This design comes from an exercise in tuning for small area, a short achievable clock period and few clock cycles on the open sky130 flow, not from production work.
In this exercise RTL edits were held to simulation tests only and were not proved equivalent to the original.
Power and IR drop assume default switching activity.

$ cat design.v
module frx_cipher #(parameter STEP = 0) (
    input  wire        enc,
    input  wire        dec,
    input  wire [35:0] in,       
    output reg  [31:0] out
);
    function [3:0] key1;
        input [3:0] v;
        begin
            case (v)
                4'd0:  key1 = 4'd6;  4'd1:  key1 = 4'd3;  4'd2:  key1 = 4'd8;  4'd3:  key1 = 4'd10;
                4'd4:  key1 = 4'd0;  4'd5:  key1 = 4'd2;  4'd6:  key1 = 4'd12; 4'd7:  key1 = 4'd4;
                4'd8:  key1 = 4'd14; 4'd9:  key1 = 4'd7;  4'd10: key1 = 4'd5;  4'd11: key1 = 4'd1;
                4'd12: key1 = 4'd15; 4'd13: key1 = 4'd11; 4'd14: key1 = 4'd13; default: key1 = 4'd9;
            endcase
        end
    endfunction
    function [3:0] key0;
        input [3:0] v;
        begin
            case (v)
                4'd0:  key0 = 4'd9;  4'd1:  key0 = 4'd6;  4'd2:  key0 = 4'd3;  4'd3:  key0 = 4'd8;
                4'd4:  key0 = 4'd10; 4'd5:  key0 = 4'd0;  4'd6:  key0 = 4'd2;  4'd7:  key0 = 4'd12;
                4'd8:  key0 = 4'd4;  4'd9:  key0 = 4'd14; 4'd10: key0 = 4'd7;  4'd11: key0 = 4'd5;
                4'd12: key0 = 4'd1;  4'd13: key0 = 4'd15; 4'd14: key0 = 4'd11; default: key0 = 4'd13;
            endcase
        end
    endfunction
    function [3:0] ikey;
        input [3:0] v;
        begin
            case (v)
                4'd0:  ikey = 4'd5;  4'd1:  ikey = 4'd12; 4'd2:  ikey = 4'd6;  4'd3:  ikey = 4'd2;
                4'd4:  ikey = 4'd8;  4'd5:  ikey = 4'd11; 4'd6:  ikey = 4'd1;  4'd7:  ikey = 4'd10;
                4'd8:  ikey = 4'd3;  4'd9:  ikey = 4'd0;  4'd10: ikey = 4'd4;  4'd11: ikey = 4'd14;
                4'd12: ikey = 4'd7;  4'd13: ikey = 4'd15; 4'd14: ikey = 4'd9;  default: ikey = 4'd13;
            endcase
        end
    endfunction
    reg [3:0]  n [0:6];
    reg [3:0]  o [0:6];
    reg [27:0] x;
    reg [3:0]  v;
    integer    i;
    always @* begin
        for (i = 0; i < 7; i = i + 1) begin
            n[i] = in[4*i +: 4];
            o[i] = in[4*i +: 4];
        end
        x   = 28'd0;
        v   = 4'd0;
        out = {4'd0, in[27:0]};
        if (STEP == 0) begin
            if (enc) begin
                n[0] = in[3:0];
                n[1] = {in[13:12], (in[11:4] != 8'd0), 1'b0};
                n[2] = in[23:20];
                n[3] = in[27:24];
                n[4] = in[31:28];
                n[5] = in[35:32];
                n[6] = (in[11:4] >= 8'd2 && in[11:4] <= 8'd9) ? ((in[7:4] - 4'd2) | 4'd8) : 4'd0;
                n[0] = key1(n[0]);
                for (i = 1; i < 4; i = i + 1)
                    n[i] = key1(n[i] ^ n[i-1]);
            end else begin
                x = {in[25:0], in[27:26]};
                for (i = 0; i < 7; i = i + 1)
                    o[i] = x[4*i +: 4];
                o[6] = o[6] ^ 4'd9;
                for (i = 1; i < 6; i = i + 1)
                    n[i] = ikey(o[i]) ^ o[i-1];
                n[0] = ikey(o[0]);
                n[6] = o[6];
            end
            out = {4'd0, n[6], n[5], n[4], n[3], n[2], n[1], n[0]};
        end else if (STEP == 1) begin
            if (enc) begin
                n[4] = key1(n[4] ^ n[3]);
                n[5] = key1(n[5] ^ n[4]);
                n[0] = key0(n[0]);
                n[1] = key0(n[1] ^ n[0]);
            end else begin
                for (i = 1; i < 6; i = i + 1)
                    n[i] = (ikey(o[i]) - 4'd1) ^ o[i-1];
                n[0] = ikey(o[0]) - 4'd1;
            end
            out = {4'd0, n[6], n[5], n[4], n[3], n[2], n[1], n[0]};
        end else begin
            if (enc) begin
                for (i = 2; i < 6; i = i + 1)
                    n[i] = key0(n[i] ^ n[i-1]);
                n[6] = n[6] ^ 4'd9;
                x = {n[6], n[5], n[4], n[3], n[2], n[1], n[0]};
                out = {4'd0, x[1:0], x[27:2]};
            end else if (dec) begin
                v = {3'd0, n[1][1]} + {1'b0, n[6][2:0]} + {3'd0, n[6][3]};
                out = {n[5], n[4], n[3], n[2], 6'd0, n[1][3:2], v, n[0]};
            end
        end
    end
endmodule
module frx_top (
    input  wire        clk,
    input  wire        rst,             
    input  wire        p_valid,
    input  wire [63:0] p_word,
    output wire        p_ready,
    input  wire        h_valid,
    input  wire [63:0] h_word,
    output wire        h_ready,
    output reg         r_valid,
    output reg  [1:0]  r_status,
    output reg  [31:0] r_data
);
    localparam integer CAPACITY = 67;
    localparam [2:0] K_PASS   = 3'd0,    
                     K_ILL    = 3'd1,
                     K_RANGE  = 3'd2,
                     K_AVAIL  = 3'd3,
                     K_VALUE  = 3'd4,
                     K_BITLEN = 3'd5,
                     K_DELAY  = 3'd6,
                     K_RSTAV  = 3'd7;
    reg        rx_en;
    reg        pin_valid;
    reg [7:0]  rx_pin;
    reg [6:0]  tol_pct;
    reg [6:0]  cc;
    reg        rc;
    reg [31:0] last_time;
    reg [31:0] rx_value;
    reg [5:0]  rx_bitlen;
    reg [28:0] rx_delay;
    reg        rx_avail;
    reg        pa_v, pa_ok;
    reg [31:0] pa_t;
    reg        ha_v, ha_bar, ha_z8, ha_z28, ha_z36;
    reg [7:0]  ha_op;
    reg [35:0] ha_x;
    reg        drained;             
    wire issue = ha_v & (~ha_bar | drained);
    assign p_ready = ~(ha_v & ha_bar);
    assign h_ready = ~ha_v | ~ha_bar | drained;
    wire p_fmt = (p_word[63:56] == 8'h01) && (p_word[55:32] == 24'd0);
    wire h_z36 = (h_word[55:36] == 20'd0);
    wire h_z28 = h_z36 && (h_word[35:28] == 8'd0);
    wire h_z8  = h_z28 && (h_word[27:8] == 20'd0);
    always @(posedge clk) begin
        pa_v  <= ~rst & p_valid & p_ready;
        pa_ok <= p_fmt;
        pa_t  <= p_word[31:0];
        if (rst)
            ha_v <= 1'b0;
        else if (h_ready)
            ha_v <= h_valid;
        if (h_ready) begin
            ha_op  <= h_word[63:56];
            ha_x   <= h_word[35:0];
            ha_z36 <= h_z36;
            ha_z28 <= h_z28;
            ha_z8  <= h_z8;
            ha_bar <= (h_word[63:58] == 6'b000100);      
        end
    end
    reg        b_v, c_v, d_v, e_v, f_v;
    reg [31:0] b_d, c_d, d_d;
    reg [6:0]  c_wi, d_wi, e_wi;
    reg        c_dec, d_dec, e_dec, f_dec;
    reg [28:0] d_q;
    reg [31:0] q_d;
    reg [6:0]  q_wi;
    reg        q_dec;
    reg [27:0] q_r;
    reg        q_v;
    reg        e_c;
    reg [28:0] e_e;
    reg        f_wi0;
    reg        hb_v, hc_v, hq_v, hd_v, he_v, hf_v;
    reg [2:0]  hb_k, hc_k, hq_k, hd_k, he_k, hf_k;
    reg [31:0] hb_x, hc_x, hq_x, hd_x, he_x, hf_x;
    reg        hb_enc, hb_dec, hc_enc, hc_dec, hb_raw, hc_raw, hq_raw, hd_raw;
    reg [28:0] dly;                 
    reg [29:0] dly3;
    reg [28:0] emax;                
    reg [28:0] pend_m;              
    reg        pend_c;
    reg [31:0] code;
    reg        sfail;               
    reg [6:0]  last_wi;
    reg [35:0] m100;                
    reg [28:0] md;                  
    reg [35:0] prod;                
    reg [2:0]  mcnt;
    wire       a_n0 = ha_z8 && (ha_x[7:0] == 8'd0);
    reg  [2:0] a_k;
    reg        a_enc, a_dec, a_raw, a_cfg;
    always @* begin
        a_k   = K_PASS;
        a_enc = 1'b0;
        a_dec = 1'b0;
        a_raw = 1'b0;
        a_cfg = 1'b0;
        case (ha_op)
        8'h10: a_k = ha_z8 ? K_PASS : K_ILL;
        8'h11: a_k = a_n0  ? K_PASS : K_ILL;
        8'h12: a_k = a_n0  ? K_PASS : K_ILL;
        8'h13: a_k = !ha_z8 ? K_ILL : (ha_x[7:0] > 8'd100) ? K_RANGE : K_PASS;
        8'h20: a_k = a_n0  ? K_AVAIL  : K_ILL;
        8'h21: a_k = a_n0  ? K_RSTAV  : K_ILL;
        8'h22: a_k = a_n0  ? K_VALUE  : K_ILL;
        8'h23: a_k = a_n0  ? K_BITLEN : K_ILL;
        8'h24: a_k = a_n0  ? K_DELAY  : K_ILL;
        8'h25: begin
            a_k   = !ha_z8 ? K_ILL : (ha_x[7:0] >= 8'd67) ? K_RANGE : K_PASS;
            a_raw = 1'b1;
        end
        8'h26: begin
            a_k   = a_n0 ? K_PASS : K_ILL;
            a_cfg = 1'b1;
        end
        8'h30: begin
            a_k   = ha_z28 ? K_PASS : K_ILL;
            a_dec = 1'b1;
        end
        8'h31: begin
            a_k   = ha_z36 ? K_PASS : K_ILL;
            a_enc = 1'b1;
        end
        default: a_k = K_ILL;
        endcase
    end
    wire [31:0] cph0, cph1, cph2;
    frx_cipher #(.STEP(0)) u_c0 (.enc(ha_op[0]), .dec(~ha_op[0]), .in(ha_x), .out(cph0));
    frx_cipher #(.STEP(1)) u_c1 (.enc(hb_enc), .dec(hb_dec), .in({4'd0, hb_x}), .out(cph1));
    frx_cipher #(.STEP(2)) u_c2 (.enc(hc_enc), .dec(hc_dec), .in({4'd0, hc_x}), .out(cph2));
    wire [31:0] a_x = a_cfg            ? {8'd67, 1'b0, tol_pct, rx_pin, 6'd0, pin_valid, rx_en} :
                      a_raw            ? {25'd0, ha_x[6:0]} :
                      (a_enc | a_dec)  ? cph0 : 32'd0;
    wire bar_go  = issue & ha_bar;
    wire bar_en  = bar_go && (ha_op[1:0] == 2'd0) && ha_z8;
    wire bar_re  = bar_go && (ha_op[1:0] == 2'd1) && a_n0 && pin_valid;
    wire bar_dis = bar_go && (ha_op[1:0] == 2'd2) && a_n0;
    wire bar_tol = bar_go && (ha_op[1:0] == 2'd3) && ha_z8 && (ha_x[7:0] <= 8'd100);
    wire bar_clr = bar_en | bar_re;
    always @(posedge clk) begin
        if (rst) begin
            rx_en     <= 1'b0;
            pin_valid <= 1'b0;
            rx_pin    <= 8'd0;
            tol_pct   <= 7'd60;
        end else begin
            if (bar_en) begin
                rx_pin    <= ha_x[7:0];
                pin_valid <= 1'b1;
            end
            if (bar_clr)
                rx_en <= 1'b1;
            if (bar_dis)
                rx_en <= 1'b0;
            if (bar_tol)
                tol_pct <= ha_x[6:0];
        end
    end
    wire        a_live = pa_v & pa_ok & rx_en;
    wire [31:0] a_d    = pa_t - last_time;
    always @(posedge clk) begin
        if (rst)
            last_time <= 32'd0;
        else if (a_live)
            last_time <= pa_t;
        b_d <= a_d;
    end
    wire       b_bnd = (b_d > 32'd4000) && (b_d < 32'd6000);
    wire       b_lng = (b_d > 32'd6000);
    wire [6:0] b_wr  = (b_bnd | b_lng) ? 7'd0 : cc;
    wire       b_ovf = (b_wr == 7'd67);
    wire [6:0] b_wi  = b_ovf ? 7'd0 : b_wr;
    wire       b_rc  = b_ovf ? 1'b0 : (b_bnd ? ~rc : rc);
    wire       b_dec = b_bnd & rc & (cc >= 7'd8);
    always @(posedge clk) begin
        if (rst) begin
            cc <= 7'd0;
            rc <= 1'b0;
        end else if (bar_clr) begin
            cc <= 7'd0;
            rc <= 1'b0;
        end else if (b_v) begin
            cc <= b_wi + 7'd1;
            rc <= b_rc;
        end
        c_d   <= b_d;
        c_wi  <= b_wi;
        c_dec <= b_dec;
    end
    function [3:0] mod15;
        input [6:0] s;
        reg   [4:0] t;
        begin
            t = {2'd0, s[6:4]} + {1'b0, s[3:0]};
            mod15 = (t >= 5'd15) ? (t - 5'd15) : t[3:0];
        end
    endfunction
    wire [4:0] c_p76 = {1'b0, c_d[31:28]} + {1'b0, c_d[27:24]};
    wire [4:0] c_p54 = {1'b0, c_d[23:20]} + {1'b0, c_d[19:16]};
    wire [4:0] c_p32 = {1'b0, c_d[15:12]} + {1'b0, c_d[11:8]};
    wire [5:0] c_p74 = {1'b0, c_p76} + {1'b0, c_p54};
    wire [6:0] c_s5  = {2'd0, c_p76} + {3'd0, c_d[23:20]};
    wire [6:0] c_s3  = {1'b0, c_p74} + {3'd0, c_d[15:12]};
    wire [6:0] c_s2  = {1'b0, c_p74} + {2'd0, c_p32};
    wire [6:0] c_s1  = {1'b0, c_p74} + {2'd0, c_p32} + {3'd0, c_d[7:4]};
    always @(posedge clk) begin
        q_d   <= c_d;
        q_wi  <= c_wi;
        q_dec <= c_dec;
        q_r   <= {mod15({3'd0, c_d[31:28]}), mod15({2'd0, c_p76}), mod15(c_s5),
                  mod15({1'b0, c_p74}), mod15(c_s3), mod15(c_s2), mod15(c_s1)};
    end
    reg [31:0] q_q;
    reg [3:0]  q_rk;
    reg [4:0]  q_t;
    integer    k;
    always @* begin
        for (k = 7; k >= 0; k = k - 1) begin
            q_rk = (k == 7) ? 4'd0 : q_r[4*k +: 4];
            q_t  = {1'b0, q_rk} + {1'b0, q_d[4*k +: 4]};
            q_q[4*k +: 4] = q_rk + {3'd0, (q_t >= 5'd15)};
        end
    end
    always @(posedge clk) begin
        d_d   <= q_d;
        d_wi  <= q_wi;
        d_dec <= q_dec;
        d_q   <= q_q[28:0];
    end
    wire d_wi0 = (d_wi == 7'd0);
    reg [31:0]         bufm [0:CAPACITY-1];
    reg [CAPACITY-1:0] bval;
    genvar g;
    generate
        for (g = 0; g < CAPACITY; g = g + 1) begin : g_slot
            always @(posedge clk)
                if (d_v && d_wi == g)
                    bufm[g] <= d_d;
        end
    endgenerate
    always @(posedge clk) begin
        if (rst)
            bval <= {CAPACITY{1'b0}};
        else if (d_v)
            bval[d_wi] <= 1'b1;
    end
    always @(posedge clk) begin
        if (d_v && d_wi0) begin
            dly  <= d_q;
            dly3 <= {1'b0, d_q} + {d_q, 1'b0};
        end
    end
    wire        d_c  = {1'b0, d_d} > {3'd0, dly, 1'b0};
    wire [33:0] d_s1 = {2'd0, d_d} - {5'd0, dly};
    wire [33:0] d_t1 = {5'd0, dly} - {2'd0, d_d};
    wire [33:0] d_s3 = {2'd0, d_d} - {4'd0, dly3};
    wire [33:0] d_t3 = {4'd0, dly3} - {2'd0, d_d};
    wire [28:0] d_e1 = d_s1[33] ? d_t1[28:0] : d_s1[28:0];
    wire [28:0] d_e3 = d_s3[33] ? d_t3[28:0] :
                       (d_s3[32:29] != 4'd0) ? {29{1'b1}} : d_s3[28:0];
    always @(posedge clk) begin
        e_wi  <= d_wi;
        e_dec <= d_dec;
        e_c   <= d_c;
        e_e   <= d_c ? d_e3 : d_e1;
    end
    wire [6:0]  hd_idx = hd_x[6:0];
    wire [31:0] d_rd   = (d_v && d_wi == hd_idx) ? d_d :
                         bval[hd_idx] ? bufm[hd_idx] : 32'd0;
    wire [28:0] e_mx = (emax > e_e) ? emax : e_e;
    wire [28:0] e_pm = (pend_m > e_e) ? pend_m : e_e;
    always @(posedge clk) begin
        if (e_v && e_wi != 7'd0) begin
            last_wi <= e_wi;
            if (e_wi[0]) begin
                pend_c <= e_c;
                pend_m <= (e_wi == 7'd1) ? e_e : e_mx;
            end else begin
                emax  <= e_pm;
                code  <= (e_wi == 7'd2) ? {31'd0, pend_c} : {code[30:0], pend_c};
                sfail <= ((e_wi == 7'd2) ? 1'b0 : sfail) | (pend_c == e_c);
            end
        end
        m100  <= {1'b0, emax, 6'd0} + {2'd0, emax, 5'd0} + {5'd0, emax, 2'd0} + 36'd100;
        f_dec <= e_dec;
        f_wi0 <= (e_wi == 7'd0);
    end
    wire f_pub   = f_v & f_dec & ~sfail & (m100 <= prod);
    wire f_start = f_v & f_wi0;
    always @(posedge clk) begin
        if (f_start) begin
            md   <= dly;
            prod <= tol_pct[6] ? {7'd0, dly} : 36'd0;
            mcnt <= 3'd6;
        end else if (bar_tol) begin
            prod <= ha_x[6] ? {7'd0, md} : 36'd0;
            mcnt <= 3'd6;
        end else if (mcnt != 3'd0) begin
            prod <= {prod[34:0], 1'b0} + (tol_pct[mcnt - 3'd1] ? {7'd0, md} : 36'd0);
            mcnt <= mcnt - 3'd1;
        end
    end
    wire        rs_clr = hf_v && (hf_k == K_RSTAV);
    wire        n_av   = f_pub | rx_avail;
    wire [31:0] n_val  = f_pub ? code : rx_value;
    wire [5:0]  n_bl   = f_pub ? last_wi[6:1] : rx_bitlen;
    wire [28:0] n_dl   = f_pub ? md : rx_delay;
    always @(posedge clk) begin
        if (rst || bar_clr || rs_clr) begin
            rx_value  <= 32'd0;
            rx_bitlen <= 6'd0;
            rx_delay  <= 29'd0;
            rx_avail  <= 1'b0;
        end else begin
            rx_value  <= n_val;
            rx_bitlen <= n_bl;
            rx_delay  <= n_dl;
            rx_avail  <= n_av;
        end
    end
    always @(posedge clk) begin
        hb_k   <= a_k;
        hb_x   <= a_x;
        hb_enc <= a_enc;
        hb_dec <= a_dec;
        hb_raw <= a_raw & (a_k == K_PASS);
        hc_k   <= hb_k;
        hc_x   <= (hb_enc | hb_dec) ? cph1 : hb_x;
        hc_enc <= hb_enc;
        hc_dec <= hb_dec;
        hc_raw <= hb_raw;
        hq_k   <= hc_k;
        hq_x   <= (hc_enc | hc_dec) ? cph2 : hc_x;
        hq_raw <= hc_raw;
        hd_k   <= hq_k;
        hd_x   <= hq_x;
        hd_raw <= hq_raw;
        he_k   <= hd_k;
        he_x   <= hd_raw ? d_rd : hd_x;
        hf_k   <= he_k;
        hf_x   <= he_x;
    end
    always @(posedge clk) begin
        r_valid <= ~rst & hf_v;
        case (hf_k)
        K_PASS:   begin r_status <= 2'd0; r_data <= hf_x; end
        K_ILL:    begin r_status <= 2'd1; r_data <= 32'd0; end
        K_RANGE:  begin r_status <= 2'd2; r_data <= 32'd0; end
        K_AVAIL:  begin r_status <= 2'd0; r_data <= {31'd0, n_av}; end
        K_VALUE:  begin r_status <= 2'd0; r_data <= n_val; end
        K_BITLEN: begin r_status <= 2'd0; r_data <= {26'd0, n_bl}; end
        K_DELAY:  begin r_status <= 2'd0; r_data <= {3'd0, n_dl}; end
        default:  begin r_status <= 2'd0; r_data <= 32'd0; end
        endcase
    end
    wire n_pa = ~rst & p_valid & p_ready;
    wire n_b  = ~rst & a_live;
    wire n_hb = ~rst & issue;
    always @(posedge clk) begin
        b_v  <= n_b;
        c_v  <= ~rst & b_v;
        q_v  <= ~rst & c_v;
        d_v  <= ~rst & q_v;
        e_v  <= ~rst & d_v;
        f_v  <= ~rst & e_v;
        hb_v <= n_hb;
        hc_v <= ~rst & hb_v;
        hq_v <= ~rst & hc_v;
        hd_v <= ~rst & hq_v;
        he_v <= ~rst & hd_v;
        hf_v <= ~rst & he_v;
        drained <= rst | ~(n_pa | n_b | b_v | c_v | q_v | d_v | e_v |
                           n_hb | hb_v | hc_v | hq_v | hd_v | he_v);
    end
endmodule
$ cat run.sh
#!/bin/bash
# synth_recipe.tcl (not shown) runs the flow's synth.tcl, then flattens the netlist and writes it again
# the make line also repeats each setting of config.mk as NAME=value (left out here)
make -C /OpenROAD-flow-scripts/flow DESIGN_CONFIG=/design/flow/config.mk WORK_HOME=/design/flow/orfs CLKGATE_MAP_FILE= SYNTH_SCRIPT=/design/flow/synth_recipe.tcl finish
$ cat config.mk
export PLATFORM = sky130hd
export DESIGN_NAME = frx_top
export DESIGN_NICKNAME = frx_top
export VERILOG_FILES = /design/flow/design.v
export SDC_FILE = /design/flow/constraint.sdc
export NUM_CORES = 4
export LEC_CHECK = 0
export CAP_MARGIN = 20
export CORE_MARGIN = 2
export CORE_UTILIZATION = 30
export PLACE_DENSITY = 0.5
export SLEW_MARGIN = 20
$ cat constraint.sdc
create_clock -name core_clock -period 12.0 [get_ports {clk}]
set_input_delay 2.4000 -clock core_clock [delete_from_list [all_inputs] [get_ports {clk}]]
set_output_delay 2.4000 -clock core_clock [all_outputs]
set_load 0.01 [all_outputs]
==> results.yml <==
outcome:
  status: "timing/DRC/antenna clean"
grt:
  grt_max_degree: 104
  grt_busiest_layer: "met2"
  grt_pass1_wl_mm: 736.6
  met1_usage_pct: 31.44
  grtUsageMet2_pct: 35.74
  grt_use_total_pct: 23.05
  grt_pass1_vias: 89360
  antenna_found_initial: 31
  grt_use_met3_pct: 4.252
  grt-ovfl-total: 0
power_and_ir_drop:
  p_leak_nw: 55.24
  power.density_nw_per_um2: 197.8
  vdd_drop_max_mv: 0.3939
detailed_routing:
  postRouteAntennaNets: 0
  num_vias: 94660
  wl_per_cell_um: 32.79
  wirelength_mm: 543.2
  first_pass_iters: 8
  vias_per_cell: 5.715
  initialDrtViolationCount: 14930
  drc: 0
floorplan:
  die_h_um: 675.0
  die-area_um2: 455600
  dieWidth_um: 675.0
  core-area_um2: 448500
  std_cell_rows: 246
  start_util_pct: 30.11
  ios: 169
flow_run:
  maxCapViolations: 0
yosys:
  synth_area_um2: 135100
  synth_nets: 10720
  synth_top_cell_area_share_pct: 53.65
  synth_flop_cell: "edfxtp_1"
  seq_area_frac_synth_pct: 65.70
  synthAdderAreaFrac_pct: 6.118
  synth_cell_types: 103
  syn_inst: 9965
  synthSimpleGateAreaFrac_pct: 7.106
  yosys-top-cells-area: "edfxtp_1, dfxtp_1, ha_1, a221oi_1, a22oi_1"
  synth_top_family_by_area: "compound AO/OA/AOI/OAI gates"
  synth_xor_area_share_pct: 2.138
  yosysWarnings: 11
  syn_area_per_cell_um2: 13.55
  ys_ff_latch: 3226
  synth.mux.area_fraction_pct: 2.538
  synth_edf_count: 2413
  synth_top_area_cell: "edfxtp_1"
  synth_compound_area_share_pct: 14.00
  async_flop_share_pct: 0
sta:
  max-slew-margin-rel_pct: 13.53
  rsz0062_at_grt: "no"
  worst_clock_skew_ns: 0.09468
  period_needed_ns: 7.154
  fmax_mhz: 139.8
  min_period_over_period_pct: 59.61
  finalSetupViolations: 0
  tightest_slew_ns: 1.294
  finalSetupTns_ns: 0
  hold_slack_ns: 0.2973
  hold_violations: 0
  finalMaxSlewViolations: 0
cts:
  root_buffer: "clkbuf_16"
  htree_levels: 5
  postCtsSetupBuffers: 0
  insertion_delay_ns: 0.98
  cts_buffers: 340
  cts_tree: "built"
  clock-sinks: 3226
  path_clk_slew_ns: 0.06
  cts_hold_buf: 0
  cts_resized: 0
  cts_buffer_depth: 4
setup_path:
  end_kind: "flip-flop"
  start_kind: "flip-flop"
  crit_type: "flip-flop to flip-flop"
  cp.arrival_ns: 7.95
  cp.required_ns: 12.80
  path_max_fanout: 6
placement:
  dp_cells: 15930
  portBuffers: 168
  gpl.final_weighted_congestion: 0.8852
  dp_hpwl_mm: 338.6
hold_path:
  hp-class: "flip-flop to flip-flop"
finish:
  layout.cells.most_common: "edfxtp_1"
  area_growth_pct: 16.66
  drive_above_1_share_pct: 11.17
  nets: 11080
  fill_cells: 43000
  stdcell_count: 16560
  mostFrequentLayoutCells: "edfxtp_1, dfxtp_1, ha_1, a21oi_1, nor2_1"
[report_power, final]
group	total, W	leakage [nW]	internal, W	switching, W
sequential	0.0130	28.5	0.0127	0.000313
combinational	0.00739	21.3	0.00311	0.00427
clock	0.0108	5.50	0.00620	0.00459
total	0.0312	55.2	0.0220	0.00917
[critical path: stages, from the launching register on]
cell and delay (ns):
dfxtp_1 0.43, ha_1 0.22, inv_1 0.06, fa_1 0.39, xnor2_1 0.51, fa_1 0.58
fa_1 0.63, inv_1 0.12, fa_1 0.50, inv_1 0.07, fa_1 0.46, xnor2_1 0.40
inv_1 0.15, ha_1 0.34, o21ai_0 0.10, nand2b_1 0.11, xor2_1 0.17, ha_1 0.21
inv_1 0.07, fa_1 0.52, inv_1 0.06, ha_1 0.20, o21ai_0 0.16, o21a_1 0.21
mux2_2 0.35
[sequential cells by signal, summed over array words and instances, names as in the netlist, 32 cells and up, named ones only]
signal     flops
c_d           32
hq_x          32
pa_t          32
he_x          32
hd_x          32
last_time     32
m100          34
b_d           32
hf_x          32
bval          67
ha_x          36
q_d           32
rx_value      32
code          32
r_data        32
d_d           32
prod          36
bufm        2144
[layout make-up]
class / instances / area, um2 / share of cell area [%]
diodes: 10 / 25.02 / 0.01588
clock buffers: 432 / 9215 / 5.849
clock inverters: 190 / 2039 / 1.294
inverters: 394 / 1479 / 0.9387
multi-input cells: 5884 / 44280 / 28.11
flip-flops and latches: 3226 / 88790 / 56.35
well taps: 5952 / 7447 / 4.727
repair buffers: 476 / 4282 / 2.718
[path summary, 6_finish.rpt]
path,slack [ns],start,depth (start not counted),endpoint
max reg2reg,4.85,c_d[28],24,q_r[1]
min reg2reg,0.30,he_k[1],0,hf_k[1]
min,0.30,he_k[1],0,hf_k[1]
max,4.85,c_d[28],24,q_r[1]
[per-stage QoR]
step	util [%]	power [W]	cell area, um2	setup WS, ns
2_1_floorplan	-	0.01862	135100	5.608
3_3_place_gp	32.52	0.02042	145900	4.743
3_5_place_dp	32.61	0.02047	146200	4.876
4_1_cts	35.12	0.03118	157500	4.822
5_1_grt	35.13	0.03253	157500	4.444
6_report	35.13	0.03117	157600	4.846
[synth_stat cells (all sizes together), types with 106 or more instances]
cell / count
xnor2: 205
xor2: 123
nor3: 106
edfxtp: 2413
clkbuf: 393
inv: 391
a22o: 307
o21ai: 373
nand4: 206
nand3: 135
dfxtp: 813
mux2i: 191
nand2: 447
a21o: 182
ha: 566
nor2: 596
a21oi: 535
a221oi: 339
a22oi: 398
nor2b: 151
[kinds of logic after synthesis]
family | after synthesis
xor+xnor | 328
fa+ha+maj | 625
buf+inv | 855
flops | 3226
mux | 302
simple gates | 1970
compound gates | 2659
[per-layer routing]
metal / wire (um) / part of all wire [%]
met5: 98 / 0.018
met2: 240100 / 44
met3: 56260 / 10
met1: 218600 / 40
met4: 28090 / 5.2
Testbench counts, summed over its fixed seeds: cycles 14,484.

==> separate check: timing with driven ports <==
Ports are ideal in the flow. The routed layout listed here was re-timed in OpenROAD.
Step 1, drivers: a clkbuf_16 drives clk and a buf_2 each remaining input, both assumed.
Step 2 also shifts input and output timing later by t, the mid clock arrival at the registers, as if the neighbouring blocks saw the same clock.
Three values: ideal, step 1, step 2; two values: the first two.
t, ns: 1.044
slack for setup (ns): 4.846 / 4.846 / 4.846
worst hold slack (ns): 0.297 / 0.297 / 0.297
cell pins on the clock port's net: 1
After both steps this run still meets setup and hold. For this run, drivers alone change the setup slack by 0.000 ns; drivers and shift together by 0.000 ns.
